Context: an optimization exercise on an open-source flow, tuned for small area, a short achievable clock period and few clock cycles. The choices shown serve that exercise and are no tape-out recipe.
In this exercise RTL edits were held to simulation tests only and were not proved equivalent to the original.
No activity file was given, so power comes from the tool's default toggle rates.

$ cat design/flow/design.v
module pdk_engine (
    input  wire        clk,
    input  wire        rst,
    output wire [9:0]  imem_addr,
    input  wire [15:0] imem_rdata,
    output reg         io_we,
    output reg  [3:0]  io_waddr,
    output reg  [7:0]  io_wdata,
    output reg         halted,
    output reg  [2:0]  fault_code,
    output reg         fault_write,
    output reg  [15:0] fault_info,
    output wire [15:0] pc_o,
    output wire [15:0] acc_o,
    output wire [7:0]  sp_o,
    output wire [7:0]  flags_o,
    output wire [31:0] cycles_o
);
    localparam IW  = 1024;
    localparam DM  = 64;
    localparam IOM = 16;
    localparam F_INSN  = 3'd1;   
    localparam F_DATA  = 3'd2;   
    localparam F_IO    = 3'd3;   
    localparam F_OPC   = 3'd5;   
    localparam F_STACK = 3'd6;   
    localparam S_FETCH = 1'b0;
    localparam S_EXEC  = 1'b1;
    reg        state;
    reg [15:0] pc;
    reg [15:0] acc;
    reg [31:0] cycles;
    reg [7:0]  dmem  [0:DM-1];
    reg [7:0]  iomem [0:IOM-1];
    integer    i;
    assign imem_addr = pc[9:0];
    assign pc_o      = pc;
    assign acc_o     = acc;
    assign sp_o      = iomem[2];
    assign flags_o   = iomem[0];
    assign cycles_o  = cycles;
    wire [15:0] w    = imem_rdata;
    wire [3:0]  op   = w[15:12];
    wire [7:0]  a    = w[7:0];
    wire        hi0  = (w[11:8] == 4'd0);
    wire        lo0  = (w[7:0] == 8'd0);
    wire [7:0]  sp   = iomem[2];
    wire [15:0] next = pc + 16'd1;
    wire is_nop  = (op == 4'h0) && hi0 && lo0;
    wire is_ldi  = (op == 4'h1) && hi0;
    wire is_sta  = (op == 4'h2) && hi0;
    wire is_lda  = (op == 4'h3) && hi0;
    wire is_out  = (op == 4'h4) && hi0;
    wire is_in   = (op == 4'h5) && hi0;
    wire is_push = (op == 4'h6) && hi0 && lo0;
    wire is_pop  = (op == 4'h7) && hi0 && lo0;
    wire is_jmp  = (op == 4'h8);
    wire is_call = (op == 4'h9);
    wire is_ret  = (op == 4'hA) && hi0 && lo0;
    wire is_dec  = (op == 4'hB) && hi0 && lo0;
    wire is_skz  = (op == 4'hC) && hi0 && lo0;
    wire legal   = is_nop | is_ldi | is_sta | is_lda | is_out | is_in | is_push |
                   is_pop | is_jmp | is_call | is_ret | is_dec | is_skz;
    wire a_in_dm  = (a < DM);
    wire a_in_iom = (a < IOM);
    wire push8_bad  = ({1'b0, sp} + 9'd1 >= DM);
    wire pop8_bad   = (sp == 8'd0) || (sp - 8'd1 >= DM);
    wire push16_bad = ({1'b0, sp} + 9'd2 >= DM);
    wire pop16_bad  = (sp < 8'd2) || (sp - 8'd1 >= DM);
    wire [7:0] sp_m1 = sp - 8'd1;
    wire [7:0] sp_m2 = sp - 8'd2;
    wire [7:0] sp_p1 = sp + 8'd1;
    always @(posedge clk) begin
        io_we <= 1'b0;
        if (rst) begin
            state       <= S_FETCH;
            pc          <= 16'd0;
            acc         <= 16'd0;
            cycles      <= 32'd0;
            halted      <= 1'b0;
            fault_code  <= 3'd0;
            fault_write <= 1'b0;
            fault_info  <= 16'd0;
            io_waddr    <= 4'd0;
            io_wdata    <= 8'd0;
            for (i = 0; i < DM; i = i + 1)
                dmem[i] <= 8'd0;
            for (i = 0; i < IOM; i = i + 1)
                iomem[i] <= 8'd0;
        end else if (!halted) begin
            case (state)
            S_FETCH: begin
                cycles <= cycles + 32'd1;
                if (pc >= IW) begin
                    halted     <= 1'b1;
                    fault_code <= F_INSN;
                    fault_info <= pc;
                end else begin
                    state <= S_EXEC;
                end
            end
            S_EXEC: begin
                state <= S_FETCH;
                if (!legal) begin
                    halted     <= 1'b1;
                    fault_code <= F_OPC;
                    fault_info <= w;
                end else if ((is_sta || is_lda) && !a_in_dm) begin
                    halted      <= 1'b1;
                    fault_code  <= F_DATA;
                    fault_write <= is_sta;
                    fault_info  <= {8'd0, a};
                end else if ((is_out || is_in) && !a_in_iom) begin
                    halted     <= 1'b1;
                    fault_code <= F_IO;
                    fault_info <= {8'd0, a};
                end else if ((is_push && push8_bad) || (is_pop && pop8_bad) ||
                             (is_call && push16_bad) || (is_ret && pop16_bad)) begin
                    halted     <= 1'b1;
                    fault_code <= F_STACK;
                    fault_info <= {8'd0, sp};
                end else begin
                    pc <= next;
                    if (is_ldi)
                        acc <= {8'd0, a};
                    if (is_sta)
                        dmem[a[5:0]] <= acc[7:0];
                    if (is_lda)
                        acc <= {8'd0, dmem[a[5:0]]};
                    if (is_out) begin
                        iomem[a[3:0]] <= acc[7:0];
                        io_we    <= 1'b1;
                        io_waddr <= a[3:0];
                        io_wdata <= acc[7:0];
                    end
                    if (is_in)
                        acc <= {8'd0, iomem[a[3:0]]};
                    if (is_push) begin
                        dmem[sp[5:0]] <= acc[7:0];
                        iomem[2]      <= sp_p1;
                    end
                    if (is_pop) begin
                        acc      <= {8'd0, dmem[sp_m1[5:0]]};
                        iomem[2] <= sp_m1;
                    end
                    if (is_jmp) begin
                        pc     <= {4'd0, w[11:0]};
                        cycles <= cycles + 32'd1;
                    end
                    if (is_call) begin
                        dmem[sp[5:0]]    <= next[7:0];
                        dmem[sp_p1[5:0]] <= next[15:8];
                        iomem[2]         <= sp + 8'd2;
                        pc               <= {4'd0, w[11:0]};
                        cycles           <= cycles + 32'd1;
                    end
                    if (is_ret) begin
                        pc       <= {dmem[sp_m1[5:0]], dmem[sp_m2[5:0]]};
                        iomem[2] <= sp_m2;
                        cycles   <= cycles + 32'd1;
                    end
                    if (is_dec)
                        acc <= acc - 16'd1;
                    if (is_skz && acc == 16'd0) begin
                        pc     <= pc + 16'd2;
                        cycles <= cycles + 32'd1;
                    end
                end
            end
            endcase
        end
    end
endmodule
$ cat design/flow/run.sh
#!/bin/bash
# synth_recipe.tcl (not shown) runs the flow's synth.tcl, then flattens the netlist and writes it again
# the make line also repeats each setting of config.mk as NAME=value (left out here)
make -C /OpenROAD-flow-scripts/flow DESIGN_CONFIG=/design/flow/config.mk WORK_HOME=/design/flow/orfs CLKGATE_MAP_FILE= SYNTH_SCRIPT=/design/flow/synth_recipe.tcl finish
$ cat design/flow/config.mk
export PLATFORM = sky130hd
export DESIGN_NAME = pdk_engine
export DESIGN_NICKNAME = pdk_engine
export VERILOG_FILES = /design/flow/design.v
export SDC_FILE = /design/flow/constraint.sdc
export NUM_CORES = 4
export LEC_CHECK = 0
export CAP_MARGIN = 20
export CORE_MARGIN = 2
export CORE_UTILIZATION = 40
export PLACE_DENSITY = 0.6
export SLEW_MARGIN = 20
$ cat design/flow/constraint.sdc
create_clock -name core_clock -period 8.0 [get_ports {clk}]
set_input_delay 1.6000 -clock core_clock [delete_from_list [all_inputs] [get_ports {clk}]]
set_output_delay 1.6000 -clock core_clock [all_outputs]
set_load 0.01 [all_outputs]
==> run notes <==
power per cell area=186 nW/um^2; WHS=0.450 ns; Via density=7.48; Max VDD drop=0.000152 V; RSZ-0062 raised after global routing=no; R2R Path End=dmem[27][6]$_DFFE_PP_; # hold bufs at CTS=0; NetSw=0.00291 W; Hold Path Origin=io_waddr[2]$_SDFFE_PP0P_; Die Wd=349 microns; CP max stage cell=o211ai_1; internal cell power=0.00710 W; max_slew headroom=0.0872; Pins Over Slew Limit=0; worst hold stages=2; startpoint types=primary input; initial antenna violation count=24; starting density of the core=0.403; Setup TNS=0 ns; Root Driver=clkbuf_16; number of buffers created by CTS=81; Post-DP HPWL=145000 microns; final wirelength=213000 microns; GPL Wtd Cong=1.09; number of synthesized flops with an enable pin=640; number of global-route vias before repair=38200; Leakage=16.6 nW; Post-Synth Adder-Cell Area=0.00263; CP peak stage delay=0.86 ns; Comb power frac=0.161; FF-to-FF setup slack=1.89 ns; # rows=126; CTS tree=built; Synth Area in XOR/XNOR=0.0123; MaxCap Viol Count=0; crit-path leading delay family=simple AND/OR/NAND/NOR gates; largest family of logic cells by synthesized area=multiplexers; area of the multi-input gates=24900 sq um; worst flop-to-flop path startpoint=iomem[2][1]$_DFFE_PP_; Post-Syn Instances=3979; setup bufs post-CTS=0; Design Power=0.0100 W; Layout fillers=10800; syn avg cell area=12.0 sq um; overall global routing resource usage=0.342; Tmin final=6.22 ns; count of different cell masters after synthesis=103; crit path max fanout=20; WP data required=8.31 ns; Port Buffers=141; Final Cycle Share=0.778; DRC viols=0; post_cts resized=0; DRT iter0 DRCs=7827; prevailing post-synth register cell=edfxtp_1; Yosys Warn Count=1; share of cells above drive strength 1=0.223; Reg area=21200 sq um; NumNets Final=3963; critical path capture point type=register; core area=118000 sq um; measured slew at the worst slew-check pin=1.37 ns; DR pass1 iterations=10; critical path cell sequence=clkdlybuf4s50_1 > buf_4 > or3b_2 > nor2_1 > o311a_1 > or3_1 > nor3_4 > buf_4 > nand3_1 > a21o_1 > o211ai_1; Ports=142; final setup violating endpoints=0; Area Overhead vs Synth=13.0%; Seq/Total Area, Yosys=0.445; Seq pwr share=0.443; asr flop ratio synth=0; post-synthesis simple-gate area fraction=0.133; Synth Area in Compound Gates=0.141; final hold viol count=0; crit path kind=primary input to register; WP data arrival=6.53 ns; CP bufs+invs=3; vias=41500; Mapped Area=47600 sq um; largest net degree at the start of global routing=98; clock-pin slew on the worst setup and hold paths=0.06 ns; grt ovf=0; f_max=161 MHz; switching share of power=0.291; Critical Path Most Common Cell=buf_4; Reg2Reg Depth=11; post-synthesis mux area share=0.225; WHS Endpoint=io_waddr[2]$_SDFFE_PP0P_; Clock power frac=0.396; DRT antenna net count=0; first-pass GRT wire length=297000 microns; Clk Latency, worst-skew pair=0.70 ns; die area=122000 sq um; synthesis-stage register bit count=739; clock sinks=739; WL/cell=38.3 microns; die height=349 microns; Min-Delay Path Class=register to register; Max Root-Sink Buffers=3; worst clock skew=0.0371 ns; synthesized net count=4007; status=finished clean; # H-tree levels=3
## sequential cells by signal, indices dropped and copies added, names as in the netlist
register,cells
dmem,512
iomem,128
cycles,32
acc,16
fault_info,16
pc,16
io_wdata,8
io_waddr,4
fault_code,3
fault_write,1
halted,1
io_we,1
state,1
## routing by layer
layer  share of wire  vias to the layer above  global-route usage
li1                -                    16200                   -
met1            0.35                    20700               0.434
met2            0.42                     3741               0.489
met3            0.16                      831               0.143
met4           0.073                       44               0.189
met5          0.0025                        -              0.0148
## through the flow
| stage | utilization | cell area (sq um) | worst slack (ns) | instances |
|---|---|---|---|---|
| finish | 0.456 | 53800 | 1.78 | 5553 |
| global route | 0.455 | 53800 | 1.57 | 5541 |
| CTS | 0.455 | 53700 | 1.93 | 5534 |
| detailed placement | 0.431 | 50900 | 1.22 | 5384 |
| global placement | 0.431 | 50900 | 1.31 | 5382 |
| floorplan | - | 47600 | 2.54 | 3979 |
## kinds of logic after synthesis
kind of cell,Yosys count
AOI/OAI and AO/OA,936
xor gates and xnor gates,67
adders and majority gates,10
buffers and inverters,461
DFF,739
muxes,534
and+or+nand+nor,1232
## worst max path at each step
stage                                     start                     to  slack (ns)  cells after the start
after floorplan           iomem[2][0]$_DFFE_PP_  dmem[10][0]$_DFFE_PP_        2.54                     16
after global placement            imem_rdata[8]  dmem[10][5]$_DFFE_PP_        1.31                      9
after detailed placement         imem_rdata[13]  dmem[43][6]$_DFFE_PP_        1.22                     11
after CTS                         imem_rdata[9]  dmem[10][2]$_DFFE_PP_        1.93                      9
after global routing              imem_rdata[9]  dmem[39][1]$_DFFE_PP_        1.57                      9
final                            imem_rdata[13]  dmem[27][6]$_DFFE_PP_        1.78                     11
## layout make-up
type,count,area share
antenna,15,0.000698
tap,1536,0.0357
inverter,23,0.00160
multi-input combinational,2779,0.463
timing repair buffer,311,0.0537
clock inverter,48,0.00942
clock buffer,102,0.0416
sequential,739,0.394
## synthesized netlist by cell type (14+ instances only)
cell type	count	share of area
nand3_1	141	0.015
a211oi_1	17	0.0027
or2_2	26	0.0034
o21ai_0	62	0.0065
edfxtp_1	640	0.40
o211ai_1	40	0.0063
buf_1	55	0.0043
o22ai_1	345	0.045
inv_1	20	0.0016
a22oi_1	36	0.0057
dfxtp_1	99	0.042
nor2b_1	20	0.0026
or3_1	19	0.0025
mux2i_1	87	0.018
nand4_1	57	0.0075
mux4_2	425	0.20
xor2_1	18	0.0033
clkbuf_1	259	0.020
a21oi_1	97	0.010
o32ai_1	152	0.028
nand2_1	350	0.028
nor3_1	94	0.0099
and2_1	137	0.018
nor2_1	187	0.015
nand2b_1	67	0.0088
xnor2_1	49	0.0090
nor4_1	45	0.0059
a31oi_1	28	0.0037
buf_2	104	0.011
and3_1	14	0.0018
mux2_2	21	0.0050
## placed cells by master, fill, tap and decap left out, types with 12 or more instances in the layout
cell type,n
or2_2,27
o32ai_1,152
or3_1,19
nand3_1,141
mux2i_1,80
and3_1,14
o31ai_1,13
nor3_1,92
clkinv_1,14
nand2b_1,67
nor2b_1,19
edfxtp_1,640
clkinv_2,15
o211ai_1,40
diode_2,15
o22ai_1,345
nor4_1,42
dfxtp_1,99
clkbuf_1,12
o41ai_1,12
clkdlybuf4s50_1,135
and2_1,137
o41ai_2,12
a31oi_1,25
a211oi_1,17
clkbuf_16,86
inv_1,19
nor2_1,182
nand4_1,57
buf_12,13
a21oi_1,95
mux4_2,425
mux2_2,21
buf_4,152
xnor2_1,37
o21ai_0,60
a22oi_1,36
nand2_1,350
## worst register-to-register path, cell delays in order (launching register included)
cell,delay [ns]
edfxtp_1,0.39
inv_1,0.33
ha_1,0.45
nor4b_2,0.84
o211a_1,0.36
nor4b_4,0.09
or3_1,0.58
nor3_4,0.75
buf_4,0.37
nand3_1,0.11
a21o_1,0.58
o211ai_1,0.87
## power by group through the flow
stage / clock network, W / registers, W / logic [W]
after global routing: 0.00410 / 0.00444 / 0.00161
after detailed placement: 0 / 0.00451 / 0.00151
after floorplan: 0 / 0.00446 / 0.000884
final: 0.00396 / 0.00443 / 0.00161
after CTS: 0.00396 / 0.00443 / 0.00152
after global placement: 0 / 0.00450 / 0.00150
Testbench counts, summed over its fixed seeds: cycles 76,872.

==> static timing again, ports no longer ideal <==
No port has a modelled driver above. Below, the same layout with a new extraction and two added sets of constraints. Step 1: set_driving_cell puts a clkbuf_16 on clk and a buf_2 on each other input, an assumption about the parent block. Step 2 moves the port delays by t, midway between the first and last clock arrival at a register: inputs arrive t later, outputs are due t later. That takes back most of the time a late clock gives input paths. Slacks: no drivers / after step 1 / after step 2; pairs: no drivers / after step 1.
t, ns: 0.749
setup slack, ns: 1.776 / 1.813 / 1.064
hold slack, ns: 0.450 / 0.450 / 0.450
worst setup path after step 2: input to register
After both steps this run still meets setup and hold. The setup slack of this run moves by +0.037 ns with the drivers and by -0.712 ns with both steps.
